Source: an optimization exercise on an open RTL-to-GDS flow (aim: small area, a short achievable clock period and few clock cycles). Production flows keep margins and buffers that such runs may drop.
Where RTL was checked, it was by simulation tests only, not by an equivalence proof against the original.
For runs 1 and 5 to 7, only the layout was checked, not whether the RTL still works.

==> flow/design.v <==
module serper_unit (
    input  wire        clk,
    input  wire        rst,
    input  wire        in_valid,
    output wire        in_ready,
    input  wire [15:0] in_w,
    input  wire        in_draining,
    input  wire        in_ce,
    input  wire        in_brk,
    input  wire        in_nine,
    input  wire [15:0] in_bit_time,
    input  wire [18:0] in_frame,
    input  wire [31:0] in_now,
    input  wire [31:0] in_done_at,
    input  wire [18:0] in_frozen_rem,
    input  wire [18:0] in_accum,
    output wire        out_valid,
    output wire        out_noop,
    output wire [19:0] out_baud,
    output wire [18:0] out_tx_period,
    output wire [16:0] out_rx_period,
    output wire        out_resc,
    output wire        out_sched,
    output wire [15:0] out_bit_time,
    output wire [18:0] out_frame,
    output wire [31:0] out_time
);
    localparam [1:0] S_IDLE = 2'd0, S_MUL = 2'd1, S_DIV = 2'd2;
    reg  [1:0]  st;
    reg  [2:0]  cnt;
    reg  [15:0] period;
    reg         period_set;
    reg         vld_q, noop_q, resc_q, nine_q, ce_q, brk_q, qv_q;
    reg  [31:0] now_q;
    reg  [15:0] dvs;
    reg  [16:0] dvs3;        
    reg  [18:0] aq;
    reg  [35:0] x;
    wire [15:0] m1_in = {1'b0, in_w[14:0]} + 16'd1;
    wire noop = period_set && (in_w == period);
    wire resc = !noop && in_draining && (m1_in != in_bit_time);
    wire [32:0] dd    = {1'b0, in_done_at} - {1'b0, in_now};
    wire [18:0] rem_c = dd[32] ? 19'd0 : dd[18:0];
    wire [18:0] mn_a  = (in_accum < in_frame) ? in_accum : in_frame;
    wire [18:0] opa   = in_ce ? (in_brk ? in_frozen_rem : rem_c) : mn_a;
    assign in_ready = (st == S_IDLE);
    wire acc   = in_valid && in_ready;
    wire a_zero = in_ce ? (in_brk ? (in_frozen_rem == 19'd0)
                                  : (in_done_at < in_now || in_done_at[18:0] == in_now[18:0]))
                        : (in_accum == 19'd0 || in_frame == 19'd0);
    wire start = resc && !a_zero;
    wire [15:0] hinit = in_ce ? in_bit_time - 16'd1 : 16'd0;
    wire [14:0] m  = period[14:0];
    wire [15:0] m1 = {1'b0, m} + 16'd1;
    reg [17:0] rate;
    always @(*) begin
        if      (m > 15'd31112) rate = 18'd110;
        else if (m > 15'd11440) rate = 18'd300;
        else if (m > 15'd5729)  rate = 18'd600;
        else if (m > 15'd2864)  rate = 18'd1200;
        else if (m > 15'd1432)  rate = 18'd2400;
        else if (m > 15'd715)   rate = 18'd4800;
        else if (m > 15'd357)   rate = 18'd9600;
        else if (m > 15'd237)   rate = 18'd14400;
        else if (m > 15'd178)   rate = 18'd19200;
        else if (m > 15'd108)   rate = 18'd31400;
        else if (m > 15'd88)    rate = 18'd38400;
        else if (m > 15'd58)    rate = 18'd57600;
        else if (m > 15'd28)    rate = 18'd115200;
        else if (m > 15'd25)    rate = 18'd128000;
        else if (m > 15'd12)    rate = 18'd256000;
        else                    rate = 18'd110;
    end
    assign out_baud = period[15] ? {1'b0, rate, 1'b0} : {2'b00, rate};
    wire [18:0] m8m2 = {1'b0, m, 3'b000} + {3'b000, m, 1'b0};
    assign out_tx_period = m8m2 + {4'd0, period[15] ? m : 15'd0}
                         + (period[15] ? 19'd11 : 19'd10);
    assign out_frame     = m8m2 + {4'd0, nine_q ? m : 15'd0}
                         + (nine_q ? 19'd11 : 19'd10);
    wire rx_big = period[15] ? (m >= 15'd82) : (m >= 15'd90);
    assign out_rx_period = rx_big ? out_tx_period[18:2] : 17'd227;
    assign out_bit_time  = m1;
    assign out_valid = vld_q;
    assign out_noop  = noop_q;
    assign out_resc  = resc_q;
    assign out_sched = resc_q && ce_q && !brk_q;
    wire [31:0] tadd = (ce_q && !brk_q) ? now_q : 32'd0;
    assign out_time  = tadd + {12'd0, qv_q ? x[19:0] : 20'd0};
    function [2:0] ncyc(input [15:0] n);
        ncyc = (n[15:8] != 8'd0) ? 3'd2 : 3'd1;
    endfunction
    wire [2:0] nc    = ncyc(m1);
    wire [2:0] dlast = (nc * 8 + 4) / 4 - 1;
    wire [43:0] msum  = {8'd0, x}
                      + {9'd0, aq & {19{x[0]}}, 16'd0}
                      + {8'd0, aq & {19{x[1]}}, 17'd0}
                      + {7'd0, aq & {19{x[2]}}, 18'd0}
                      + {6'd0, aq & {19{x[3]}}, 19'd0}
                      + {5'd0, aq & {19{x[4]}}, 20'd0}
                      + {4'd0, aq & {19{x[5]}}, 21'd0}
                      + {3'd0, aq & {19{x[6]}}, 22'd0}
                      + {2'd0, aq & {19{x[7]}}, 23'd0};
    wire [35:0] x_mul = msum[43:8];
    reg  [35:0] x_div;
    reg  [17:0] t, t1, t2, t3;
    reg  [1:0]  qd;
    integer i;
    always @(*) begin
        x_div = x;
        for (i = 0; i < 2; i = i + 1) begin
            t  = x_div[35:18];
            t1 = t - {2'b00, dvs};
            t2 = t - {1'b0, dvs, 1'b0};
            t3 = t - {1'b0, dvs3};
            qd = !t3[17] ? 2'd3 : !t2[17] ? 2'd2 : !t1[17] ? 2'd1 : 2'd0;
            case (qd)
                2'd3:    x_div = {t3[15:0], x_div[17:0], qd};
                2'd2:    x_div = {t2[15:0], x_div[17:0], qd};
                2'd1:    x_div = {t1[15:0], x_div[17:0], qd};
                default: x_div = {t[15:0],  x_div[17:0], qd};
            endcase
        end
    end
    always @(posedge clk) begin
        if (rst) begin
            st         <= S_IDLE;
            period     <= 16'h0000;
            period_set <= 1'b0;
            vld_q      <= 1'b0;
        end else begin
            vld_q <= 1'b0;
            case (st)
                S_IDLE: begin
                    noop_q <= noop;
                    resc_q <= resc;
                    nine_q <= in_nine;
                    ce_q   <= in_ce;
                    brk_q  <= in_brk;
                    now_q  <= in_now;
                    dvs    <= in_bit_time;
                    dvs3   <= {1'b0, in_bit_time} + {in_bit_time, 1'b0};
                    aq     <= opa;
                    qv_q   <= start;
                    x      <= ({36'd0, hinit} << 16) | {4'd0, 16'd0, m1_in};
                    cnt    <= 3'd0;
                    if (acc) begin
                        if (!noop) begin
                            period     <= in_w;
                            period_set <= 1'b1;
                        end
                        if (start)
                            st    <= S_MUL;
                        else
                            vld_q <= 1'b1;
                    end
                end
                S_MUL: begin
                    x   <= x_mul;
                    cnt <= cnt + 3'd1;
                    if (cnt + 3'd1 == nc) begin
                        cnt <= 3'd0;
                        st  <= S_DIV;
                    end
                end
                default: begin
                    x   <= x_div;
                    cnt <= cnt + 3'd1;
                    if (cnt == dlast) begin
                        vld_q <= 1'b1;
                        st    <= S_IDLE;
                    end
                end
            endcase
        end
    end
endmodule
==> flow/flow/run.sh <==
#!/bin/bash
# The standard layout, with the port buffers made of the smallest buffer cell
# (buffer_ports otherwise picks sky130_fd_sc_hd__clkdlybuf4s50_1).
set -euo pipefail
export BUFFER_PORTS_ARGS="-buffer_cell sky130_fd_sc_hd__buf_1"
bash standard.sh > standard_make.log 2>&1
==> flow/standard.sh <==
#!/bin/bash
# synth_recipe.tcl (not shown) runs the flow's synth.tcl, then flattens the netlist and writes it again
# the make line also repeats each setting of config.mk as NAME=value (left out here)
make -C /OpenROAD-flow-scripts/flow DESIGN_CONFIG=/design/flow/config.mk WORK_HOME=/design/flow/orfs CLKGATE_MAP_FILE= SYNTH_SCRIPT=/design/flow/synth_recipe.tcl "${@:-finish}"
==> flow/config.mk <==
export PLATFORM = sky130hd
export DESIGN_NAME = serper_unit
export DESIGN_NICKNAME = serper_unit
export VERILOG_FILES = /design/flow/design.v
export SDC_FILE = /design/flow/constraint.sdc
export NUM_CORES = 4
export LEC_CHECK = 0
export CAP_MARGIN = 20
export CORE_MARGIN = 2
export CORE_UTILIZATION = 40
export SETUP_SLACK_MARGIN = 5
export SLEW_MARGIN = 20
==> flow/constraint.sdc <==
create_clock -name core_clock -period 12.0 [get_ports {clk}]
set_input_delay 2.4000 -clock core_clock [delete_from_list [all_inputs] [get_ports {clk}]]
set_output_delay 2.4000 -clock core_clock [all_outputs]
set_load 0.01 [all_outputs]
==> metrics.cfg, run 1 <==
[routing]
wl_per_cell_um = 20.11
ant_nets = 0
route.detailed.drc = 0
wl_um = 82760
drt-vias-per-instance = 5.596
num_vias = 23034
firstDrtPassIters = 6
first_iter_violations = 1795

[layout]
layout.cells.most_common = ha_1
finalInstanceArea_sq_mm = 0.02804
area_growth_syn_to_layout_pct = 12.80
filler_cell_count = 6192
multiInputGateArea_sq_mm = 0.01973
final_cell_mix = ha_1 (314), buf_1 (281), nand2_1 (256)
drive_above_1_share_pct = 6.319
seq_area_sq_mm = 0.004264
finalNetCount = 3877

[synthesis]
synthCells = 2992
yosys_most_used_dff = edfxtp_1
synth_edf_count = 128
synth-seq-cells = 148
synth.distinct_cells = 93
mappedNetlistArea_sq_mm = 0.02486
yosysSeqAreaShare_pct = 17.07
synth_top_area_share_pct = 16.05
syn_avg_cell_area_sq_um = 8.309
yosysTopAreaCell = ha_1
synthTopCellsByArea = ha_1 (16%), edfxtp_1 (15%), fa_1 (11%), xnor2_1 (5.8%), and2_1 (4.9%)
ys_warn_count = 1
synthArstFlopShare_pct = 0

[floorplan]
core_sq_mm = 0.06160
io_pins = 288
die_x_um = 253.3
die_y_um = 253.3
start_util_pct = 40.36
die_area_sq_mm = 0.06416
rows = 91

[timing]
fin_skew_ns = 0.01076
fin_crit_sh_pct = 56.38
fin_ws_ns = 5.234
tns_ns = 0
finalSetupViolations = 0
hold_viol = 0
max_freq_mhz = 147.8
worst_pin_slew_ns = 0.8286
max_slew_margin_pct = 44.63
fin_crit_ns = 6.766
rsz0062_at_grt = no
slew_violations = 0

[worst_setup_path]
crit_required_ns = 9.60
critPathArrivalTime_ns = 4.37
critPathMaxFanout = 5
worst-path-buf-inv = 1
start_kind = register
critPathTopFamily = compound AO/OA/AOI/OAI gates
crit_type = register to primary output
critical_path.max_stage_delay_ns = 0.35
cp_slowest_cell = dfxtp_4
crit_path_end_kind = primary output
cp_cell_sequence = ha_2 > fa_2 > a21o_1 > a21oi_2 > o21bai_1 > a21oi_2 > nor2b_1 > o21a_1 > nor2_2 > xnor2_2 > ha_4 > ha_4 > and2_1 > o21ai_2 > o21ai_2 > o21a_1 > o21ai_2 > nand2_1 > a21oi_2 > xnor2_1 > buf_2

[place]
place_congestion = 0.9778
place_ws_ns = 4.193
io_buffers = 285
postPlaceCellArea_sq_mm = 0.02676
hpwl_um = 66820

[global_route]
grt_start_max_net_pins = 56
grt_pass1_vias = 22145
grt_pass1_wl_um = 127000
grt_antenna_before_repair = 3
grt_overflow = 0
grt_usage_pct = 25.65

[clock_tree]
clk-insertion-delay-late_ns = 0.48
cts_sinks = 148
cts_tree = built
cts.path.max_buffers = 2
clkSlewWorstSetupHoldPaths_ns = 0.07
htree_levels = 4
root_buffer = clkbuf_16
cts_buffers = 17

[hold_path]
min_path_type = register to register

[status]
outcome = complete, no violations

[job]
cap_viol_max_count = 0

-- per-stage QoR --
step	hold slack, ns	instances	utilization, %
floorplan	0.4399	2993	-
global placement	0.4612	4041	43.45
detailed placement	0.4684	4041	43.45
CTS	0.4928	4087	44.76
global route	0.5189	4115	45.52
finish	0.4896	4116	45.53
-- timing repair --
item / CTS / global route
pin swaps: 1 / 20
gates resized for setup: 42 / 67
hold buffers: 0 / 0
endpoints found under the setup margin: 43 / 35
buffers inserted: 14 / 26
cloned: 0 / 0
-- synth_stat cells, types with 14 or more instances --
master	n
nor4_1	26
a21boi_0	18
nor2b_1	41
fa_1	135
and2_1	195
o21bai_1	22
o211ai_1	22
nand2b_1	38
ha_1	319
a21o_1	65
inv_1	234
and3_1	26
a22oi_1	23
xnor2_1	164
mux2i_1	35
nor3_1	58
a211oi_1	31
o21a_1	49
o21ai_0	157
o21ai_1	17
o31ai_1	15
xor2_1	77
or3_1	14
nand2_1	257
nor2_1	224
edfxtp_1	128
nand3_1	57
a21oi_1	198
clkbuf_1	77
dfxtp_1	20
nand4_1	31
a31oi_1	24
-- worst register-to-register path, cell delays in order (launching register included) --
cell and delay [ns]:
edfxtp_1 0.46, inv_1 0.25, ha_1 0.27, nor2b_1 0.15
o2111a_2 0.29, o31ai_4 0.29, a31oi_1 0.18, or2_1 0.45
nor4_4 0.44, a31o_2 0.32, nand2_1 0.08, nand4_1 0.21
ha_1 0.33, or2_2 0.31, a21oi_1 0.18, a21oi_2 0.08
a31oi_2 0.25, o211ai_1 0.18, o41a_4 0.56, nor2_1 0.33
o21ai_1 0.21, and2_1 0.30, o221a_2 0.30, o221ai_1 0.16
-- final timing paths --
path | from | to | slack [ns] | cells after the start
worst min register to register | period_set | period_set | 0.49 | 2
worst max register to register | dvs[1] | x[32] | 5.28 | 23
worst max-delay path | period[0] | out_frame[16] | 5.23 | 21
worst min-delay path | period_set | period_set | 0.49 | 2
-- state kept, by name, indices dropped and copies added, names as in the netlist, 2 cells and up --
| register | cells |
|---|---|
| aq | 19 |
| cnt | 3 |
| dvs | 15 |
| dvs3 | 17 |
| now_q | 32 |
| period | 16 |
| st | 2 |
| x | 36 |
-- layer usage --
metal  global-route usage [%]  wire, um  vias up
met5                        0        13        -
met4                    9.248      3080        2
met3                    3.896      4309      128
met2                    43.00     39570      720
met1                    33.36     35790    10959
li1                         -         -    11225
-- cell type report --
cell class / instances / area share, %
antenna: 3 / 0.02677
clock buffer: 18 / 1.530
clock inverter: 14 / 0.4685
inverter: 235 / 3.146
multi-input combinational: 2517 / 70.35
sequential: 148 / 15.21
tap: 837 / 3.734
timing repair buffer: 344 / 5.537
-- cells by family (layout without fill, tap and decap cells) --
kind of cell | after synthesis | in the layout | synth area share (%)
AOI/OAI and AO/OA | 772 | 772 | 20.60
other | 1 | 5 | 0.01508
muxes | 37 | 37 | 1.515
xor gates and xnor gates | 241 | 241 | 8.490
DFF | 148 | 148 | 17.07
buffers and inverters | 328 | 611 | 5.103
and+or+nand+nor | 1011 | 1011 | 20.28
adders and majority gates | 454 | 454 | 26.93
==> inputs of run 2 (changes only) <==
--- a/flow/design.v
+++ b/flow/design.v
@@ -90,7 +90,10 @@
         ncyc = (n[15:8] != 8'd0) ? 3'd2 : 3'd1;
     endfunction
     wire [2:0] nc    = ncyc(m1);
-    wire [2:0] dlast = (nc * 8 + 4) / 4 - 1;
+    wire [2:0] c4 = (m1[15:12] != 4'd0) ? 3'd4 :
+                    (m1[11:8]  != 4'd0) ? 3'd3 :
+                    (m1[7:4]   != 4'd0) ? 3'd2 : 3'd1;
+    wire [2:0] dlast = c4;
     wire [43:0] msum  = {8'd0, x}
                       + {9'd0, aq & {19{x[0]}}, 16'd0}
                       + {8'd0, aq & {19{x[1]}}, 17'd0}
@@ -101,6 +104,7 @@
                       + {3'd0, aq & {19{x[6]}}, 22'd0}
                       + {2'd0, aq & {19{x[7]}}, 23'd0};
     wire [35:0] x_mul = msum[43:8];
+    wire [35:0] x_mul4 = msum[39:4];
     reg  [35:0] x_div;
     reg  [17:0] t, t1, t2, t3;
     reg  [1:0]  qd;
@@ -158,6 +162,8 @@
                     x   <= x_mul;
                     cnt <= cnt + 3'd1;
                     if (cnt + 3'd1 == nc) begin
+                        if (c4[0])
+                            x <= x_mul4;
                         cnt <= 3'd0;
                         st  <= S_DIV;
                     end
--- a/flow/config.mk
+++ b/flow/config.mk
@@ -7,6 +7,7 @@
 export LEC_CHECK = 0
 export CAP_MARGIN = 20
 export CORE_MARGIN = 2
-export CORE_UTILIZATION = 40
+export CORE_UTILIZATION = 50
+export CTS_BUF_LIST = sky130_fd_sc_hd__clkbuf_4 sky130_fd_sc_hd__clkbuf_8
 export SETUP_SLACK_MARGIN = 5
 export SLEW_MARGIN = 20
==> metrics.cfg, run 2 <==
[place]
hpwl_um = 64910
place_congestion = 0.9749
io_buffers = 285
dp.cells = 3851

[worst_setup_path]
crit_type = register to primary output
rr_worst_depth = 27
critical_path.max_stage_delay_ns = 0.38
critPathMaxFanout = 4
start_kind = register
critPathTopFamily = compound AO/OA/AOI/OAI gates
worst-path-buf-inv = 2
cp.depth = 21
cp_slowest_cell = dfxtp_4
cp_cell_sequence = ha_4 > fa_2 > a21o_1 > a21oi_2 > o21bai_1 > a21oi_2 > nor2b_1 > o21a_1 > o31a_1 > nor2_1 > xnor2_1 > ha_1 > ha_4 > inv_2 > a311oi_2 > o21ai_2 > a21boi_2 > o21ai_1 > xor2_1 > and2_1 > buf_2
crit_required_ns = 9.60
critPathArrivalTime_ns = 4.59
crit_path_end_kind = primary output

[timing]
fin_crit_sh_pct = 58.29
fin_skew_ns = 0.02136
worst_pin_slew_ns = 1.004
hold_viol = 0
fin_crit_ns = 6.995
max_slew_margin_pct = 33.07
max_freq_mhz = 143.0
tns_ns = 0
finalSetupViolations = 0
slew_violations = 0
rsz0062_at_grt = yes
timing.hold.ws_ns = 0.4970

[floorplan]
die_y_um = 226.5
rows = 81
die_x_um = 226.5
core_sq_mm = 0.04885
io_pins = 288
die_area_sq_mm = 0.05128
start_util_pct = 50.65

[synthesis]
yosysSeqAreaShare_pct = 17.15
yosysTopAreaCell = ha_1
synthCells = 2977
synth_top_area_share_pct = 16.13
synth.distinct_cells = 93
yosysMostFrequentCell = ha_1
synth-seq-cells = 148
mappedNetlistArea_sq_mm = 0.02474
ys_warn_count = 1
syn_avg_cell_area_sq_um = 8.311
synth_common_cells = ha_1 (319), nand2_1 (249), inv_1 (234)
synth_edf_count = 128
yosys_most_used_dff = edfxtp_1
synthArstFlopShare_pct = 0
synthTopCellsByArea = ha_1 (16%), edfxtp_1 (16%), fa_1 (11%), xnor2_1 (5.6%), and2_1 (4.8%)

[routing]
drt-vias-per-instance = 5.862
wl_per_cell_um = 20.61
wl_um = 81060
met2_length_um = 37960
num_vias = 23054
wl_met3_um = 4996
ant_nets = 0
route.detailed.drc = 0
top_layer_used = met5
wl_met1_um = 34980
first_iter_violations = 1583
firstDrtPassIters = 8

[clock_tree]
clkSlewWorstSetupHoldPaths_ns = 0.10
cts_sinks = 148
htree_levels = 4
hold_buffers = 0
cts.path.max_buffers = 2
clk-insertion-delay-late_ns = 0.56
root_buffer = clkbuf_8
cts_tree = built
cts_buffers = 17

[global_route]
grt_usage_pct = 31.42
grt_pass1_vias = 22024
grt_antenna_before_repair = 2
grt_overflow = 0
grt_start_max_net_pins = 57
grt_pass1_wl_um = 123900

[layout]
area_growth_syn_to_layout_pct = 12.04
seq_area_sq_mm = 0.004268
largest_register_ffs = 36
final_cell_mix = ha_1 (306), buf_1 (277), nand2_1 (249)
filler_cell_count = 4617
layout.cells.most_common = ha_1
stdcell_count = 3933
multiInputGateArea_sq_mm = 0.01971
drive_above_1_share_pct = 7.313
regMostFlops = x
finalNetCount = 3869
reg.largest.list = x x36, now_q x32, aq x19

[hold_path]
hold_path_depth = 2
min_path_type = register to register

[job]
cap_viol_max_count = 0

[status]
outcome = complete, no violations

run 2: tightest hold or removal path, stage by stage, from the launching register on:
cell	delay (ns)
dfxtp_1	0.35
nor2_1	0.05
nor2_1	0.07
run 2: cell type report:
| type | count | share of cell area, % |
|---|---|---|
| Antenna cell | 1 | 0.009027 |
| Clock buffer | 18 | 0.8711 |
| Clock inverter | 14 | 0.5913 |
| Inverter | 234 | 3.182 |
| Multi-Input combinational cell | 2502 | 71.12 |
| Sequential cell | 148 | 15.40 |
| Tap cell | 664 | 2.997 |
| Timing Repair Buffer | 352 | 5.836 |
run 2: repair_timing:
item,CTS,global route
buffers inserted,30,18
pin swaps,17,22
resized for setup,63,64
endpoints found under the hold margin,0,0
endpoints found under the setup margin,55,44
cloned,1,0
run 2: final timing paths:
kind / startpoint / endpoint / slack, ns
setup / recovery: period[2] / out_rx_period[15] / 5.01
hold reg to reg: period_set / period_set / 0.50
setup reg to reg: x[19] / x[22] / 5.27
hold / removal: period_set / period_set / 0.50
run 2: cell families after synthesis:
| kind of cell | count (synthesis) | synth area share, % |
|---|---|---|
| xor gates and xnor gates | 237 | 8.420 |
| other | 1 | 0.01516 |
| adders and majority gates | 454 | 27.05 |
| buffers and inverters | 329 | 5.168 |
| AOI/OAI and AO/OA | 767 | 19.95 |
| muxes | 58 | 2.402 |
| DFF | 148 | 17.15 |
| and+or+nand+nor | 983 | 19.83 |
run 2: layer usage:
| metal | global-route usage (%) | up-vias |
|---|---|---|
| li1 | - | 11128 |
| met1 | 40.97 | 11035 |
| met2 | 51.75 | 751 |
| met3 | 5.443 | 138 |
| met4 | 12.37 | 2 |
| met5 | 0 | - |
run 2: per-stage QoR:
stage / util, % / instance area (sq um) / setup slack (ns)
after floorplan: - / 24750 / 5.448
after global placement: 54.07 / 26410 / 4.672
after detailed placement: 54.07 / 26410 / 4.430
after CTS: 55.88 / 27300 / 5.006
after global routing: 56.75 / 27720 / 4.769
final: 56.75 / 27720 / 5.005
Testbench counts of run 2, summed over its fixed seeds: cycles 8,052.
==> inputs of run 3 (changes only) <==
--- a/flow/config.mk
+++ b/flow/config.mk
@@ -7,7 +7,7 @@
 export LEC_CHECK = 0
 export CAP_MARGIN = 20
 export CORE_MARGIN = 2
-export CORE_UTILIZATION = 50
+export CORE_UTILIZATION = 40
 export CTS_BUF_LIST = sky130_fd_sc_hd__clkbuf_4 sky130_fd_sc_hd__clkbuf_8
 export SETUP_SLACK_MARGIN = 5
 export SLEW_MARGIN = 20
==> metrics.cfg, run 3 <==
[status]
outcome = complete, no violations

[clock_tree]
root_buffer = clkbuf_8
cts_sinks = 148
cts.path.max_buffers = 2
clkSlewWorstSetupHoldPaths_ns = 0.09
clk-insertion-delay-late_ns = 0.51
cts_tree = built
cts_buffers = 17
htree_levels = 4
hold_buffers = 0

[layout]
drive_above_1_share_pct = 6.955
largest_register_ffs = 36
utilization_pct = 45.28
finalNetCount = 3865
area_growth_syn_to_layout_pct = 12.53
layout.cells.most_common = ha_1
final_cell_mix = ha_1 (308), buf_1 (278), nand2_1 (249)
regMostFlops = x
reg.largest.list = x x36, now_q x32, aq x19
filler_cell_count = 6233

[synthesis]
synth_edf_count = 128
yosys_most_used_dff = edfxtp_1
syn_avg_cell_area_sq_um = 8.311
yosysMostFrequentCell = ha_1
yosysTopAreaCell = ha_1
synth-seq-cells = 148
synthArstFlopShare_pct = 0
mappedNetlistArea_sq_mm = 0.02474
synth.distinct_cells = 93
synthCells = 2977
yosysSeqAreaShare_pct = 17.15
ys_warn_count = 1
synthTopCellsByArea = ha_1 (16%), edfxtp_1 (16%), fa_1 (11%), xnor2_1 (5.6%), and2_1 (4.8%)
synth_top_area_share_pct = 16.13
synth_common_cells = ha_1 (319), nand2_1 (249), inv_1 (234)

[floorplan]
start_util_pct = 40.24
rows = 91
core_sq_mm = 0.06148
die_area_sq_mm = 0.06386
io_pins = 288
die_y_um = 252.7
die_x_um = 252.7

[routing]
wl_per_cell_um = 19.61
ant_nets = 0
top_layer_used = met4
route.detailed.drc = 0
wl_um = 79690
first_iter_violations = 1522
met2_length_um = 36820
wl_met1_um = 35230
num_vias = 22878
firstDrtPassIters = 7
drt-vias-per-instance = 5.631
wl_met3_um = 5038

[timing]
hold_viol = 0
finalSetupViolations = 0
slew_violations = 0
max_slew_margin_pct = 35.85
fin_crit_ns = 7.003
fin_skew_ns = 0.01553
max_freq_mhz = 142.8
worst_pin_slew_ns = 0.9622
rsz0062_at_grt = yes
fin_crit_sh_pct = 58.36
tns_ns = 0

[worst_setup_path]
r2r-end = x[22]
critical_path.max_stage_delay_ns = 0.37
crit_path_end_kind = primary output
start_kind = register
critPathMaxFanout = 4
worst_path_most_repeated_cell = a21oi_2
critPathArrivalTime_ns = 4.60
r2r_slack_ns = 5.30
crit_type = register to primary output
rr_worst_depth = 24
cp_cell_sequence = ha_2 > fa_2 > a21o_1 > a21oi_2 > o21bai_1 > a21oi_2 > nor2b_1 > o21a_1 > o31a_1 > nor2_1 > xnor2_1 > ha_1 > ha_4 > inv_1 > a311oi_2 > o21ai_2 > a21boi_2 > o21ai_1 > xor2_1 > and2_1 > buf_2
cp_slowest_cell = dfxtp_4
regToRegStartpoint = dvs[1]
crit_required_ns = 9.60

[hold_path]
whs_endpoint = period_set
hold_path_depth = 2
hp-start = period_set
min_path_type = register to register

[job]
cap_viol_max_count = 0

[global_route]
grt_pass1_wl_um = 122400
grt_pass1_vias = 21740
grt_usage_pct = 24.49
grt_overflow = 0
grt_antenna_before_repair = 10
grt_start_max_net_pins = 58

[place]
place_congestion = 0.9552
io_buffers = 285
hpwl_um = 64130

run 3: layout make-up:
type	instances	area, sq um	area share [%]
Antenna cell	9	22.52	0.08089
Clock buffer	17	234.0	0.8404
Clock inverter	15	157.7	0.5662
Inverter	234	885.9	3.182
Multi-Input combinational cell	2501	19680	70.69
Sequential cell	148	4264	15.32
Tap cell	790	988.4	3.550
Timing Repair Buffer	349	1609	5.779
run 3: how the worst max path moves through the flow:
| stage | start | to | slack [ns] | depth (start not counted) |
|---|---|---|---|---|
| 2_1_floorplan | period[15] | out_rx_period[15] | 5.45 | 18 |
| 3_3_place_gp | x[19] | x[24] | 4.11 | 26 |
| 3_5_place_dp | x[19] | x[31] | 3.98 | 26 |
| 4_1_cts | period[4] | out_rx_period[15] | 4.98 | 20 |
| 5_1_grt | period[0] | out_rx_period[15] | 4.77 | 21 |
| 6_report | period[0] | out_rx_period[15] | 5.00 | 21 |
run 3: stage by stage:
step	instances	cell area, sq um	setup slack [ns]	hold WS [ns]
after CTS	4027	27320	4.981	0.4962
after detailed placement	3975	26560	3.984	0.4703
final	4063	27840	4.997	0.5000
after floorplan	2978	24750	5.448	0.4399
after global placement	3975	26550	4.108	0.4556
after global routing	4063	27840	4.766	0.5387
run 3: worst max-delay path, delay by kind of cell, from the launching register on:
family / cells / cell delay, ns
AND/OR/NAND/NOR: 3 / 0.34
adder cells (fa/ha/maj): 4 / 1.12
XOR/XNOR: 2 / 0.38
buffers and inverters: 2 / 0.17
flip-flops: 1 / 0.37
AO/OA/AOI/OAI: 10 / 1.69
run 3: routing by layer:
metal / GRT usage, % / vias up
met1: 33.63 / 10928
met3: 3.357 / 131
met5: 0 / -
li1: - / 11110
met2: 39.42 / 709
met4: 8.453 / 0
run 3: cell families (layout without fill, tap and decap cells):
family	Yosys count	count (layout)	synth area share, %
buffers and inverters	329	615	5.168
other	1	11	0.01516
XOR/XNOR	237	237	8.420
adder cells (fa/ha/maj)	454	454	27.05
multiplexers	58	58	2.402
AND/OR/NAND/NOR	983	983	19.83
flip-flops	148	148	17.15
AO/OA/AOI/OAI	767	767	19.95
run 3: what timing repair did:
action	CTS	global route
gates resized for setup	53	74
setup buffers	20	26
endpoints found under the setup margin	50	44
hold endpoints to repair	0	0
pin swaps	12	31
cloned	0	1
==> inputs of run 4 (changes only) <==
--- a/flow/config.mk
+++ b/flow/config.mk
@@ -8,6 +8,5 @@
 export CAP_MARGIN = 20
 export CORE_MARGIN = 2
 export CORE_UTILIZATION = 40
-export CTS_BUF_LIST = sky130_fd_sc_hd__clkbuf_4 sky130_fd_sc_hd__clkbuf_8
 export SETUP_SLACK_MARGIN = 5
 export SLEW_MARGIN = 20
==> metrics.cfg, run 4 <==
[routing]
first_iter_violations = 1741
wl_um = 79230
num_vias = 22790
ant_nets = 0
wl_per_cell_um = 19.57
firstDrtPassIters = 6
drt-vias-per-instance = 5.629
route.detailed.drc = 0

[clock_tree]
htree_levels = 4
root_buffer = clkbuf_16
clkSlewWorstSetupHoldPaths_ns = 0.07
cts_sinks = 148
cts.path.max_buffers = 2
clk-insertion-delay-late_ns = 0.46
hold_buffers = 0
cts_tree = built
cts_buffers = 17

[floorplan]
start_util_pct = 40.24
die_y_um = 252.7
rows = 91
core_sq_mm = 0.06148
die_area_sq_mm = 0.06386
io_pins = 288
die_x_um = 252.7

[synthesis]
synthTopCellsByArea = ha_1 (16%), edfxtp_1 (16%), fa_1 (11%), xnor2_1 (5.6%), and2_1 (4.8%)
synth_edf_count = 128
synthArstFlopShare_pct = 0
yosysTopAreaCell = ha_1
synth_common_cells = ha_1 (319), nand2_1 (249), inv_1 (234)
synthCells = 2977
synth.distinct_cells = 93
synth_top_area_share_pct = 16.13
yosys_most_used_dff = edfxtp_1
ys_warn_count = 1
syn_avg_cell_area_sq_um = 8.311
yosysSeqAreaShare_pct = 17.15
mappedNetlistArea_sq_mm = 0.02474
synth-seq-cells = 148
yosysMostFrequentCell = ha_1

[layout]
layout.cells.most_common = ha_1
finalNetCount = 3854
multiInputGateArea_sq_mm = 0.01962
largest_register_ffs = 36
seq_area_sq_mm = 0.004262
drive_above_1_share_pct = 6.425
finalInstanceArea_sq_mm = 0.02788
reg.largest.list = x x36, now_q x32, aq x19
filler_cell_count = 6220
utilization_pct = 45.34
regMostFlops = x
final_cell_mix = ha_1 (310), buf_1 (278), nand2_1 (249)
area_growth_syn_to_layout_pct = 12.66

[timing]
max_freq_mhz = 144.5
fin_skew_ns = 0.01092
worst_pin_slew_ns = 0.9642
fin_crit_sh_pct = 57.68
hold_viol = 0
fin_crit_ns = 6.922
finalSetupViolations = 0
rsz0062_at_grt = yes
max_slew_margin_pct = 35.72
slew_violations = 0
tns_ns = 0

[global_route]
grt_overflow = 0
grt_pass1_vias = 21707
grt_antenna_before_repair = 6
grt_pass1_wl_um = 122500
grt_start_max_net_pins = 58
grt_usage_pct = 24.46

[worst_setup_path]
rr_worst_depth = 25
r2r_slack_ns = 5.29
critPathArrivalTime_ns = 4.52
critPathMaxFanout = 4
worstSetupEndpoint = out_rx_period[15]
crit_path_end_kind = primary output
r2r-end = x[22]
startpoint = period[0]
start_kind = register
crit_type = register to primary output
crit_required_ns = 9.60
regToRegStartpoint = x[19]

[place]
io_buffers = 285
postPlaceCellArea_sq_mm = 0.02656
place_congestion = 0.9552
hpwl_um = 64130

[job]
cap_viol_max_count = 0

[status]
outcome = complete, no violations

[hold_path]
min_path_type = register to register

-- run 4: cell types whose count changed in the layout (fill, tap and decap cells not counted), moves of 2 or more --
cell / previous run / this run
clkbuf_16: 1 / 18
clkbuf_8: 17 / 0
buf_4: 58 / 47
o21ai_0: 161 / 166
o21ai_1: 31 / 26
buf_2: 8 / 4
clkbuf_2: 1 / 5
diode_2: 9 / 6
ha_1: 308 / 310
-- run 4: worst min-delay path by stage --
stage,start,endpoint,slack [ns],depth (start not counted)
final,period_set,period_set,0.49,2
after detailed placement,period_set,period_set,0.47,2
after floorplan,period_set,period_set,0.44,2
after global placement,period_set,period_set,0.46,2
after CTS,period_set,period_set,0.49,2
after global routing,period_set,period_set,0.53,2
-- run 4: final cells by class --
class / instances / share of cell area (%)
Sequential cell: 148 / 15.29
Tap cell: 790 / 3.546
Inverter: 234 / 3.178
Clock inverter: 15 / 0.5656
Timing Repair Buffer: 338 / 5.476
Multi-Input combinational cell: 2501 / 70.37
Antenna cell: 6 / 0.05386
Clock buffer: 17 / 1.526
-- run 4: critical path: stages, from the launching register on --
cell and delay [ns]:
dfxtp_4 0.37, ha_4 0.16, fa_2 0.34, a21o_1 0.18, a21oi_2 0.14, o21bai_1 0.10
a21oi_2 0.17, nor2b_1 0.06, o21a_1 0.18, o31a_1 0.27, nor2_1 0.13, xnor2_1 0.17
ha_1 0.30, ha_4 0.29, inv_2 0.03, a311oi_2 0.30, o21ai_2 0.11, a21boi_2 0.18
o21ai_1 0.08, xor2_1 0.20, and2_1 0.15, buf_2 0.13
-- run 4: per-stage QoR --
step                setup slack, ns  std cells  hold WS [ns]
floorplan                     5.448       2978        0.4399
global placement              4.108       3975        0.4556
detailed placement            3.984       3975        0.4703
CTS                           5.001       4025        0.4892
global route                  4.847       4049        0.5342
finish                        5.078       4049        0.4925
-- run 4: metal layers --
metal	track usage [%]	up-vias	part of all wire, %
li1	-	11075	-
met1	33.80	10958	45
met2	39.77	659	47
met3	2.976	98	5.5
met4	7.608	0	2.6
met5	0	-	0
-- run 4: kinds of logic (layout without fill, tap and decap cells) --
family,after synthesis,count (layout),synth area share [%]
AOI/OAI and AO/OA,767,767,19.95
xor gates and xnor gates,237,237,8.420
adders and majority gates,454,454,27.05
buffers and inverters,329,604,5.168
DFF,148,148,17.15
muxes,58,58,2.402
other,1,8,0.01516
and+or+nand+nor,983,983,19.83
-- run 4: timing repair --
item	in CTS	in global routing
pin swaps	10	25
gates resized for setup	47	61
cloned	0	1
setup endpoints to repair	47	41
buffers inserted	18	17
==> inputs of run 5 (changes only) <==
--- a/flow/design.v
+++ b/flow/design.v
@@ -46,7 +46,7 @@
     assign in_ready = (st == S_IDLE);
     wire acc   = in_valid && in_ready;
     wire a_zero = in_ce ? (in_brk ? (in_frozen_rem == 19'd0)
-                                  : (in_done_at < in_now || in_done_at[18:0] == in_now[18:0]))
+                                  : (dd[32] || in_done_at[18:0] == in_now[18:0]))
                         : (in_accum == 19'd0 || in_frame == 19'd0);
     wire start = resc && !a_zero;
     wire [15:0] hinit = in_ce ? in_bit_time - 16'd1 : 16'd0;
==> metrics.cfg, run 5 <==
[clock_tree]
htree_levels = 4
cts_buffers = 17
root_buffer = clkbuf_16
clk-insertion-delay-late_ns = 0.46
cts.path.max_buffers = 2
cts_tree = built
clkSlewWorstSetupHoldPaths_ns = 0.06
cts_sinks = 148

[global_route]
grt_antenna_before_repair = 3
grt_start_max_net_pins = 58
grt_pass1_vias = 21162
grt_overflow = 0
grt_usage_pct = 23.73
grt_pass1_wl_um = 119100

[routing]
wl_per_cell_um = 19.00
num_vias = 22446
wl_um = 77740
firstDrtPassIters = 6
ant_nets = 0
drt-vias-per-instance = 5.485
first_iter_violations = 1635
route.detailed.drc = 0

[layout]
reg.largest.list = x x36, now_q x32, aq x19
area_growth_syn_to_layout_pct = 12.79
final_cell_mix = ha_1 (314), nand2_1 (299), buf_1 (279)
utilization_pct = 45.53
layout.cells.most_common = ha_1
regMostFlops = x
finalNetCount = 3855
drive_above_1_share_pct = 6.331
largest_register_ffs = 36

[job]
cap_viol_max_count = 0

[timing]
timing.hold.ws_ns = 0.4937
fin_crit_ns = 6.884
slew_violations = 0
fin_crit_sh_pct = 57.37
finalSetupViolations = 0
max_freq_mhz = 145.3
max_slew_margin_pct = 36.34
worst_pin_slew_ns = 0.9492
hold_viol = 0
fin_skew_ns = 0.01351
rsz0062_at_grt = yes
tns_ns = 0

[place]
place_congestion = 0.9141
hpwl_um = 62940
io_buffers = 285

[worst_setup_path]
critPathMaxFanout = 3
critPathArrivalTime_ns = 4.48
crit_type = register to primary output
crit_required_ns = 9.60
start_kind = register
crit_path_end_kind = primary output

[floorplan]
io_pins = 288
start_util_pct = 40.37
die_y_um = 253.3
rows = 91
core_sq_mm = 0.06160
die_x_um = 253.3
die_area_sq_mm = 0.06417

[synthesis]
mappedNetlistArea_sq_mm = 0.02487
yosysTopAreaCell = ha_1
syn_avg_cell_area_sq_um = 8.375
synth_common_cells = ha_1 (319), nand2_1 (300), inv_1 (230)
ys_warn_count = 1
synth_edf_count = 128
synthCells = 2969
yosysSeqAreaShare_pct = 17.07
synth_top_area_share_pct = 16.05
yosys_most_used_dff = edfxtp_1
synthArstFlopShare_pct = 0
synth.distinct_cells = 98
synthTopCellsByArea = ha_1 (16%), edfxtp_1 (15%), fa_1 (11%), xnor2_1 (5.8%), and2_1 (4.6%)
synth-seq-cells = 148
yosysMostFrequentCell = ha_1

[hold_path]
min_path_type = register to register

[status]
outcome = complete, no violations

## run 5: area by class of cell
type                    instances  area [sq um]
diodes                          1         2.502
clock buffers                  17         425.4
clock inverters                15         162.7
fillers                      6221         33550
inverters                     230         863.3
multi-input cells            2496         19680
flip-flops and latches        148          4264
well taps                     837          1047
repair buffers                348          1602
## run 5: cell families after synthesis
logic type	share of synthesized area (%)
AND/OR/NAND/NOR	20.07
AO/OA/AOI/OAI	19.72
adder cells (fa/ha/maj)	26.92
buffers and inverters	5.102
XOR/XNOR	8.343
flip-flops	17.07
multiplexers	2.763
other	0.01508
## run 5: per-layer routing
layer,vias up,track usage (%),wire (um)
li1,11109,-,-
met1,10679,31.29,34780
met2,549,40.22,37640
met3,105,2.827,3191
met4,4,7.777,2108
met5,-,0,29
## run 5: worst paths after layout
check / start / to / slack, ns / cells after the start
max: period[2] / out_rx_period[15] / 5.12 / 21
min: period_set / period_set / 0.49 / 2
max reg2reg: x[19] / x[22] / 5.36 / 26
min reg2reg: period_set / period_set / 0.49 / 2
## run 5: repair_timing
| item | 4_1_cts | 5_1_grt |
|---|---|---|
| buffers inserted | 22 | 20 |
| gates resized for setup | 36 | 56 |
| endpoints found under the setup margin | 37 | 43 |
| hold buffers | 0 | 0 |
| cloned | 2 | 0 |
| pin swaps | 7 | 31 |
## run 5: per-stage QoR
| stage | cells | instance area (sq um) | worst slack (ns) |
|---|---|---|---|
| finish | 4092 | 28040 | 5.116 |
| global placement | 4015 | 26760 | 4.879 |
| global route | 4092 | 28040 | 4.892 |
| floorplan | 2970 | 24870 | 5.407 |
| detailed placement | 4015 | 26760 | 4.793 |
| CTS | 4071 | 27640 | 4.974 |
## run 5: worst max-delay path, cell delays in order (launching register included)
cell	delay (ns)
dfxtp_4	0.35
ha_4	0.16
fa_2	0.37
a21o_1	0.17
a21oi_2	0.15
o21bai_1	0.10
a21oi_2	0.14
nor2b_1	0.06
o21a_1	0.22
o31ai_4	0.28
nand2b_1	0.09
xor2_1	0.20
ha_1	0.29
ha_4	0.29
inv_2	0.03
a311oi_2	0.30
o21ai_2	0.11
a21boi_2	0.14
o21ai_1	0.09
xor2_1	0.18
and2_1	0.15
buf_2	0.13
==> inputs of run 6 (changes only) <==
--- a/flow/config.mk
+++ b/flow/config.mk
@@ -5,6 +5,7 @@
 export SDC_FILE = /design/flow/constraint.sdc
 export NUM_CORES = 4
 export LEC_CHECK = 0
+export ABC_AREA = 1
 export CAP_MARGIN = 20
 export CORE_MARGIN = 2
 export CORE_UTILIZATION = 40
==> metrics.cfg, run 6 <==
[layout]
utilization_pct = 44.57
filler_cell_count = 7130
reg.largest.list = x x36, now_q x32, aq x19
area_growth_syn_to_layout_pct = 10.80
finalInstanceArea_sq_mm = 0.02977
largest_register_ffs = 36
final_cell_mix = nand2_1 (950), inv_1 (738), ha_1 (314)
drive_above_1_share_pct = 4.741
regMostFlops = x
finalNetCount = 4841
layout.cells.most_common = nand2_1

[synthesis]
synth.distinct_cells = 67
yosysMostFrequentCell = nand2_1
synth-seq-cells = 148
synth_top_area_share_pct = 14.85
synth_compound_area_share_pct = 14.38
synth_edf_count = 128
synth_xor_area_share_pct = 6.579
synthCells = 3976
synth_common_cells = nand2_1 (952), inv_1 (740), ha_1 (319)
yosysSeqAreaShare_pct = 15.79
synth_mux_area_share_pct = 0
ys_warn_count = 1
synthAdderAreaFrac_pct = 24.91
mappedNetlistArea_sq_mm = 0.02687
synthArstFlopShare_pct = 0
syn_avg_cell_area_sq_um = 6.758
synthTopCellsByArea = ha_1 (15%), edfxtp_1 (14%), nand2_1 (13%), inv_1 (10%), fa_1 (10%)
yosysTopAreaCell = ha_1
yosys_most_used_dff = edfxtp_1
synthSimpleGateAreaFrac_pct = 26.01
synth_top_family_by_area = simple AND/OR/NAND/NOR gates

[worst_setup_path]
cp_slowest_cell = dfxtp_4
worst_path_most_repeated_cell = a21oi_1
crit_required_ns = 9.60
worst-path-buf-inv = 1
critPathArrivalTime_ns = 4.42
critical_path.max_stage_delay_ns = 0.38
crit_type = register to primary output
critPathMaxFanout = 6
start_kind = register
crit_path_end_kind = primary output
critPathTopFamily = compound AO/OA/AOI/OAI gates

[timing]
tns_ns = 0
finalSetupViolations = 0
fin_skew_ns = 0.02310
slew_violations = 0
fin_crit_sh_pct = 56.84
hold_viol = 0
timing.hold.ws_ns = 0.5312
fin_crit_ns = 6.820
max_slew_margin_pct = 19.38
max_freq_mhz = 146.6
rsz0062_at_grt = yes
worst_pin_slew_ns = 1.205

[routing]
wl_um = 93880
wl_per_cell_um = 18.34
first_iter_violations = 2419
num_vias = 27008
route.detailed.drc = 0
ant_nets = 0
drt-vias-per-instance = 5.276
firstDrtPassIters = 6

[global_route]
grt_overflow = 0
grt_antenna_before_repair = 6
grt_pass1_wl_um = 144800
grt_start_max_net_pins = 58
grt_pass1_vias = 25624
grt_usage_pct = 26.75

[clock_tree]
cts_tree = built
cts.path.max_buffers = 2
cts_sinks = 148
cts_buffers = 17
clkSlewWorstSetupHoldPaths_ns = 0.07
htree_levels = 4
clk-insertion-delay-late_ns = 0.50
root_buffer = clkbuf_16

[job]
cap_viol_max_count = 0

[place]
place_congestion = 0.9749
postPlaceCellArea_sq_mm = 0.02874
io_buffers = 285
hpwl_um = 78240

[hold_path]
min_path_type = register to register

[floorplan]
die_x_um = 263.2
io_pins = 288
core_sq_mm = 0.06680
rows = 95
die_y_um = 263.2
die_area_sq_mm = 0.06927
start_util_pct = 40.22

[status]
outcome = complete, no violations

[run 6: changes by cell type in the layout (fill, tap and decap cells not counted), sizes merged, moves of 111 or more]
cell	delta
a21oi	+126
and2	-180
inv	+519
nand2	+666
nand3	+124
xnor2	-111
[run 6: cell type report]
type,count,area (sq um),area share (%)
inverters,756,2846,9.561
repair buffers,330,1441,4.841
well taps,873,1092,3.669
clock inverters,15,186.4,0.6262
multi-input cells,2973,19490,65.48
repair inverters,1,5.005,0.01681
clock buffers,17,425.4,1.429
diodes,6,15.01,0.05043
flip-flops and latches,148,4267,14.33
[run 6: worst paths after layout]
path / start / end / slack [ns] / cells past startpoint
setup / recovery: period[2] / out_rx_period[15] / 5.18 / 25
hold / removal: period_set / period_set / 0.53 / 2
hold reg to reg: period_set / period_set / 0.53 / 2
setup reg to reg: x[19] / x[21] / 5.52 / 32
[run 6: repair_timing]
item | CTS | global route
gates resized for setup | 14 | 34
setup buffers | 0 | 27
hold endpoints to repair | 0 | 0
pin swaps | 0 | 11
setup endpoints to repair | 30 | 39
hold buffers | 0 | 0
gates cloned | 0 | 2
[run 6: stage by stage]
step / std cells / setup slack, ns
finish: 5119 / 5.180
global route: 5119 / 4.878
CTS: 5084 / 4.923
detailed placement: 5052 / 4.955
global placement: 5050 / 5.001
floorplan: 3977 / 5.371
[run 6: cell families after synthesis]
kind of cell	after synthesis
AOI/OAI and AO/OA	678
xor gates and xnor gates	201
adders and majority gates	454
buffers and inverters	857
DFF	148
other	1
and+or+nand+nor	1637
[run 6: worst register-to-register path, delay by kind of cell (launching register included)]
kind / cells / cell delay (ns)
fa+ha+maj: 3 / 0.99
flops: 1 / 0.56
compound gates: 3 / 0.86
buf+inv: 6 / 0.81
simple gates: 20 / 3.02
[run 6: routing by layer]
layer	up-vias	wire [um]	GRT usage (%)
li1	13376	-	-
met1	12603	42260	36.53
met2	867	42780	43.11
met3	162	5206	3.087
met4	0	3631	10.72
met5	-	0	0
==> inputs of run 7 (changes only) <==
==> flow/flow/run.sh (replaced) <==
#!/bin/bash
# The standard layout, with the port buffers made of the smallest buffer cell
# (buffer_ports otherwise picks sky130_fd_sc_hd__clkdlybuf4s50_1), and timing
# repair aiming 6.5 ns below the clock period.
set -euo pipefail
export BUFFER_PORTS_ARGS="-buffer_cell sky130_fd_sc_hd__buf_1"
export SETUP_SLACK_MARGIN=6.5
bash standard.sh > standard_make.log 2>&1
--- a/flow/config.mk
+++ b/flow/config.mk
@@ -5,9 +5,7 @@
 export SDC_FILE = /design/flow/constraint.sdc
 export NUM_CORES = 4
 export LEC_CHECK = 0
-export ABC_AREA = 1
 export CAP_MARGIN = 20
 export CORE_MARGIN = 2
 export CORE_UTILIZATION = 40
-export SETUP_SLACK_MARGIN = 5
 export SLEW_MARGIN = 20
==> metrics.cfg, run 7 <==
[status]
outcome = complete, no violations

[synthesis]
synthArstFlopShare_pct = 0
mappedNetlistArea_sq_mm = 0.02487
ys_warn_count = 1
synth_common_cells = ha_1 (319), nand2_1 (300), inv_1 (230)
synthCells = 2969
yosysTopAreaCell = ha_1
syn_avg_cell_area_sq_um = 8.375
yosysSeqAreaShare_pct = 17.07
yosysMostFrequentCell = ha_1
synth.distinct_cells = 98
synth_top_area_share_pct = 16.05
yosys_most_used_dff = edfxtp_1
synthTopCellsByArea = ha_1 (16%), edfxtp_1 (15%), fa_1 (11%), xnor2_1 (5.8%), and2_1 (4.6%)
synth-seq-cells = 148
synth_edf_count = 128

[timing]
timing.hold.ws_ns = 0.4839
fin_ws_ns = 5.225
finalSetupViolations = 0
fin_crit_ns = 6.775
max_slew_margin_pct = 45.85
hold_viol = 0
rsz0062_at_grt = yes
fin_skew_ns = 0.01529
slew_violations = 0
max_freq_mhz = 147.6
tns_ns = 0
worst_pin_slew_ns = 0.8123
fin_crit_sh_pct = 56.46

[place]
io_buffers = 285
hpwl_um = 64630
place_congestion = 0.9387
place_ws_ns = 5.219

[layout]
area_growth_syn_to_layout_pct = 30.29
reg.largest.list = x x36, now_q x32, aq x19
utilization_pct = 52.59
final_cell_mix = nand2_1 (280), ha_1 (253), buf_1 (218)
largest_register_ffs = 36
filler_cell_count = 5676
finalNetCount = 4082
regMostFlops = x
drive_above_1_share_pct = 23.42
layout.cells.most_common = nand2_1

[routing]
drt-vias-per-instance = 5.652
num_vias = 24432
wl_um = 88420
wl_per_cell_um = 20.45
ant_nets = 0
firstDrtPassIters = 9
route.detailed.drc = 0
first_iter_violations = 1901

[floorplan]
die_x_um = 253.3
die_y_um = 253.3
rows = 91
io_pins = 288
start_util_pct = 40.37
die_area_sq_mm = 0.06417
core_sq_mm = 0.06160

[clock_tree]
cts_buffers = 17
clkSlewWorstSetupHoldPaths_ns = 0.07
htree_levels = 4
root_buffer = clkbuf_16
cts.path.max_buffers = 2
clk-insertion-delay-late_ns = 0.46
hold_buffers = 0
cts_tree = built
cts_sinks = 148

[global_route]
grt_usage_pct = 26.44
grt_antenna_before_repair = 6
grt_pass1_vias = 23442
grt_pass1_wl_um = 132500
grt_overflow = 0
grt_start_max_net_pins = 58

[job]
cap_viol_max_count = 0

[worst_setup_path]
start_kind = register
crit_type = register to primary output
critPathMaxFanout = 3
crit_required_ns = 9.60
crit_path_end_kind = primary output
critPathArrivalTime_ns = 4.38

[hold_path]
min_path_type = register to register

[run 7: routing by layer]
layer	wire (um)	global-route usage (%)	part of all wire, %	vias to the layer above
met2	42070	43.82	48	946
met4	3351	9.535	3.8	2
li1	-	-	-	11548
met1	36930	35.02	42	11741
met3	6057	3.721	6.8	195
met5	16	0	0.018	-
[run 7: worst paths after layout]
check,from,to,slack [ns],depth (start not counted)
worst min register to register,period_set,period_set,0.48,2
worst max-delay path,period[2],out_frame[16],5.22,23
worst min-delay path,period_set,period_set,0.48,2
worst max register to register,x[30],x[1],6.11,29
[run 7: layout make-up]
| cell class | instances | area, sq um | share of cell area [%] |
|---|---|---|---|
| Multi-Input combinational cell | 2500 | 21960 | 67.79 |
| Clock inverter | 13 | 125.1 | 0.3862 |
| Inverter | 230 | 870.8 | 2.688 |
| Sequential cell | 148 | 4285 | 13.23 |
| Clock buffer | 18 | 429.2 | 1.325 |
| Tap cell | 837 | 1047 | 3.233 |
| Timing Repair Buffer | 571 | 3664 | 11.31 |
| Antenna cell | 6 | 15.01 | 0.04634 |
[run 7: worst max-delay path, cell delays in order (launching register included)]
cell,delay (ns)
dfxtp_4,0.35
ha_4,0.16
fa_2,0.34
a21o_1,0.18
a21oi_2,0.17
o21bai_1,0.10
a21oi_2,0.15
nor2b_1,0.08
o21a_1,0.22
nor2_1,0.13
xnor2_1,0.09
buf_4,0.14
buf_6,0.11
ha_4,0.26
ha_4,0.20
and2_4,0.14
o21ai_4,0.15
o21ai_4,0.09
o21a_1,0.20
o21ai_1,0.12
nand2_1,0.08
a21oi_2,0.20
xnor2_1,0.14
buf_2,0.15
[run 7: cell families (layout without fill, tap and decap cells)]
kind of cell | after synthesis | in the layout | synth area share, %
and+or+nand+nor | 1003 | 1007 | 20.07
AOI/OAI and AO/OA | 732 | 733 | 19.72
DFF | 148 | 148 | 17.07
buffers and inverters | 327 | 832 | 5.102
xor gates and xnor gates | 236 | 236 | 8.343
muxes | 68 | 68 | 2.763
adders and majority gates | 454 | 454 | 26.92
other | 1 | 8 | 0.01508
[run 7: timing repair]
| action | CTS | global route |
|---|---|---|
| setup endpoints to repair | 108 | 123 |
| endpoints found under the hold margin | 0 | 0 |
| gates resized for setup | 423 | 177 |
| cloned | 4 | 2 |
| pin swaps | 240 | 180 |
| buffers inserted | 212 | 55 |
[run 7: through the flow]
stage	cells	cell area, sq um
after floorplan	2970	25260
after global placement	4013	27080
after detailed placement	4013	27080
after CTS	4260	31100
after global routing	4320	32390
final	4323	32400
==> inputs of run 8 (changes only) <==
--- a/flow/design.v
+++ b/flow/design.v
@@ -134,6 +134,27 @@
         end else begin
             vld_q <= 1'b0;
             case (st)
+                S_IDLE: if (acc) begin
+                    if (!noop) begin
+                        period     <= in_w;
+                        period_set <= 1'b1;
+                    end
+                    if (start)
+                        st    <= S_MUL;
+                    else
+                        vld_q <= 1'b1;
+                end
+                S_MUL: if (cnt + 3'd1 == nc)
+                    st <= S_DIV;
+                default: if (cnt == dlast) begin
+                    vld_q <= 1'b1;
+                    st    <= S_IDLE;
+                end
+            endcase
+        end
+    end
+    always @(posedge clk) begin : datapath
+            case (st)
                 S_IDLE: begin
                     noop_q <= noop;
                     resc_q <= resc;
@@ -147,16 +168,6 @@
                     qv_q   <= start;
                     x      <= ({36'd0, hinit} << 16) | {4'd0, 16'd0, m1_in};
                     cnt    <= 3'd0;
-                    if (acc) begin
-                        if (!noop) begin
-                            period     <= in_w;
-                            period_set <= 1'b1;
-                        end
-                        if (start)
-                            st    <= S_MUL;
-                        else
-                            vld_q <= 1'b1;
-                    end
                 end
                 S_MUL: begin
                     x   <= x_mul;
@@ -165,18 +176,12 @@
                         if (c4[0])
                             x <= x_mul4;
                         cnt <= 3'd0;
-                        st  <= S_DIV;
                     end
                 end
                 default: begin
                     x   <= x_div;
                     cnt <= cnt + 3'd1;
-                    if (cnt == dlast) begin
-                        vld_q <= 1'b1;
-                        st    <= S_IDLE;
-                    end
                 end
             endcase
-        end
     end
 endmodule
==> flow/flow/run.sh (replaced) <==
#!/bin/bash
# The standard layout, with the port buffers made of the smallest buffer cell
# (buffer_ports otherwise picks sky130_fd_sc_hd__clkdlybuf4s50_1).
set -euo pipefail
export BUFFER_PORTS_ARGS="-buffer_cell sky130_fd_sc_hd__buf_1"
bash standard.sh > standard_make.log 2>&1
--- a/flow/config.mk
+++ b/flow/config.mk
@@ -7,5 +7,6 @@
 export LEC_CHECK = 0
 export CAP_MARGIN = 20
 export CORE_MARGIN = 2
-export CORE_UTILIZATION = 40
+export CORE_UTILIZATION = 50
+export SETUP_SLACK_MARGIN = 5
 export SLEW_MARGIN = 20
==> metrics.cfg, run 8 <==
[global_route]
grt_start_max_net_pins = 51
grt_usage_pct = 33.36
grt_pass1_vias = 23078
grt_antenna_before_repair = 10
grt_overflow = 0
grt_pass1_wl_um = 131000

[job]
cap_viol_max_count = 0

[routing]
wl_um = 85980
drt-vias-per-instance = 5.985
firstDrtPassIters = 8
ant_nets = 0
route.detailed.drc = 0
first_iter_violations = 1755
num_vias = 23617
wl_per_cell_um = 21.79

[clock_tree]
hold_buffers = 0
cts_buffers = 17
cts.path.max_buffers = 2
htree_levels = 4
root_buffer = clkbuf_16
clk-insertion-delay-late_ns = 0.47
cts_sinks = 148
clkSlewWorstSetupHoldPaths_ns = 0.07
cts_tree = built

[synthesis]
synth-seq-cells = 148
synth_top_area_share_pct = 16.18
yosysSeqAreaShare_pct = 15.62
synthCells = 3005
yosys_most_used_dff = edfxtp_1
yosysTopAreaCell = ha_1
yosysMostFrequentCell = ha_1
synth_common_cells = ha_1 (319), nand2_1 (311), inv_1 (229)
synthArstFlopShare_pct = 0
ys_warn_count = 1
syn_avg_cell_area_sq_um = 8.211
synth.distinct_cells = 90
synthTopCellsByArea = ha_1 (16%), fa_1 (11%), edfxtp_1 (11%), xnor2_1 (5.9%), dfxtp_1 (4.8%)
synth_edf_count = 89
mappedNetlistArea_sq_mm = 0.02467

[timing]
fin_crit_ns = 6.794
rsz0062_at_grt = no
max_slew_margin_pct = 20.91
fin_skew_ns = 0.02216
slew_violations = 0
max_freq_mhz = 147.2
finalSetupViolations = 0
worst_pin_slew_ns = 1.156
fin_ws_ns = 5.206
fin_crit_sh_pct = 56.62
tns_ns = 0
hold_viol = 0

[place]
io_buffers = 285
postPlaceCellArea_sq_mm = 0.02635
place_ws_ns = 4.324
dp.cells = 3872
place_congestion = 1.098
hpwl_um = 69190

[floorplan]
die_y_um = 226.1
die_x_um = 226.1
rows = 81
start_util_pct = 50.51
io_pins = 288
die_area_sq_mm = 0.05114
core_sq_mm = 0.04885

[layout]
layout.cells.most_common = ha_1
reg.largest.list = x x36, now_q x32, aq x19
area_growth_syn_to_layout_pct = 11.88
regMostFlops = x
filler_cell_count = 4657
final_cell_mix = ha_1 (315), nand2_1 (311), buf_1 (280)
drive_above_1_share_pct = 5.706
largest_register_ffs = 36
stdcell_count = 3946
finalInstanceArea_sq_mm = 0.02761
finalNetCount = 3878

[status]
outcome = complete, no violations

[hold_path]
min_path_type = register to register

[worst_setup_path]
crit_type = register to primary output
crit_path_end_kind = primary output
r2r_slack_ns = 5.23
critPathArrivalTime_ns = 4.39
start_kind = register
crit_required_ns = 9.60
critPathMaxFanout = 18

==> run 8: cell types whose count changed in the layout (fill, tap and decap cells not counted), moves of 30 or more <==
cell      change
a21oi_2      -39
nand2_1      +31
buf_4       -162
ha_1         +62
buf_1        +62
buf_6        -65
dfxtp_1      +43
o21ai_2      -30
buf_2        -49
ha_4         -57
o21ai_0      +64
a21oi_1      +43
edfxtp_1     -39
==> run 8: what timing repair did <==
item / CTS / global route
cloned: 1 / 1
resized for setup: 53 / 44
setup buffers: 15 / 20
pin swaps: 10 / 23
setup endpoints to repair: 45 / 41
==> run 8: metrics by stage <==
step	util [%]	hold slack, ns
3_3_place_gp	53.93	0.4447
3_5_place_dp	53.93	0.4832
6_report	56.51	0.4941
2_1_floorplan	-	0.4318
5_1_grt	56.51	0.5180
4_1_cts	55.81	0.4988
==> run 8: cell type report <==
cell class | count | area [sq um] | share of cell area [%]
Multi-Input combinational cell | 2526 | 19870 | 71.99
Sequential cell | 148 | 3880 | 14.06
Timing Repair Buffer | 342 | 1515 | 5.489
Inverter | 229 | 863.3 | 3.127
Tap cell | 664 | 830.8 | 3.010
Clock buffer | 24 | 548.0 | 1.985
Clock inverter | 8 | 81.33 | 0.2946
Antenna cell | 5 | 12.51 | 0.04532
==> run 8: critical path, stage by stage, from the launching register on <==
cell and delay, ns:
dfxtp_1 0.83, ha_1 0.41, and3_1 0.20, a211o_1 0.34
o41ai_4 0.31, xnor2_1 0.21, ha_1 0.28, ha_1 0.36
a21o_1 0.20, a31oi_2 0.17, nor2b_1 0.08, o21ai_2 0.17
mux2i_1 0.21, buf_2 0.16
==> run 8: worst paths after layout <==
path	depth (start not counted)	startpoint	endpoint
max reg2reg	26	x[19]	x[22]
max	13	period[7]	out_rx_period[15]
min reg2reg	2	period_set	period_set
min	2	period_set	period_set
==> run 8: per-layer routing <==
metal | GRT usage, % | up-vias | part of all wire [%]
met2 | 55.57 | 834 | 47
met4 | 13.79 | 10 | 4.0
met3 | 6.206 | 178 | 6.6
met5 | 0 | - | 0.085
li1 | - | 11195 | -
met1 | 42.43 | 11400 | 42
==> run 8: kinds of logic after synthesis <==
kind of cell / Yosys count / share of synthesized area (%)
buffers and inverters: 333 / 5.167
AND/OR/NAND/NOR: 1007 / 20.32
adder cells (fa/ha/maj): 454 / 27.13
AO/OA/AOI/OAI: 757 / 20.50
other: 1 / 0.01520
XOR/XNOR: 232 / 8.235
multiplexers: 73 / 3.012
flip-flops: 148 / 15.62
Testbench counts of run 8, summed over its fixed seeds: cycles 8,052.

-- static timing again, ports no longer ideal --
In the flow no input, the clock included, has a driving cell. The finished layouts below were timed again as built, in two steps. Step 1, drivers: a clkbuf_16 drives clk and a buf_2 each remaining input, both assumed. Step 2, shift: input delay + t, output delay - t, t = (earliest + latest rising clock arrival at the registers) / 2. This alone moves slack from input paths to output paths. Three values: ideal ports, drivers, drivers and shift; two values: the first two.
| run | t, ns | setup slack, ns | pins driven straight from the clock port |
|---|---|---|---|
| run 1 | 0.538 | 5.234 / 5.174 / 5.280 | 1 |
| run 2 | 0.610 | 5.005 / 4.948 / 5.268 | 1 |
| run 3 | 0.555 | 4.997 / 4.944 / 5.296 | 1 |
| run 4 | 0.520 | 5.078 / 5.016 / 5.290 | 1 |
| run 5 | 0.515 | 5.116 / 5.057 / 5.364 | 1 |
| run 6 | 0.547 | 5.180 / 5.119 / 5.519 | 1 |
| run 7 | 0.509 | 5.225 / 5.167 / 5.676 | 1 |
| run 8 | 0.513 | 5.206 / 5.147 / 5.228 | 1 |
After both steps setup and hold are still met in every run listed.
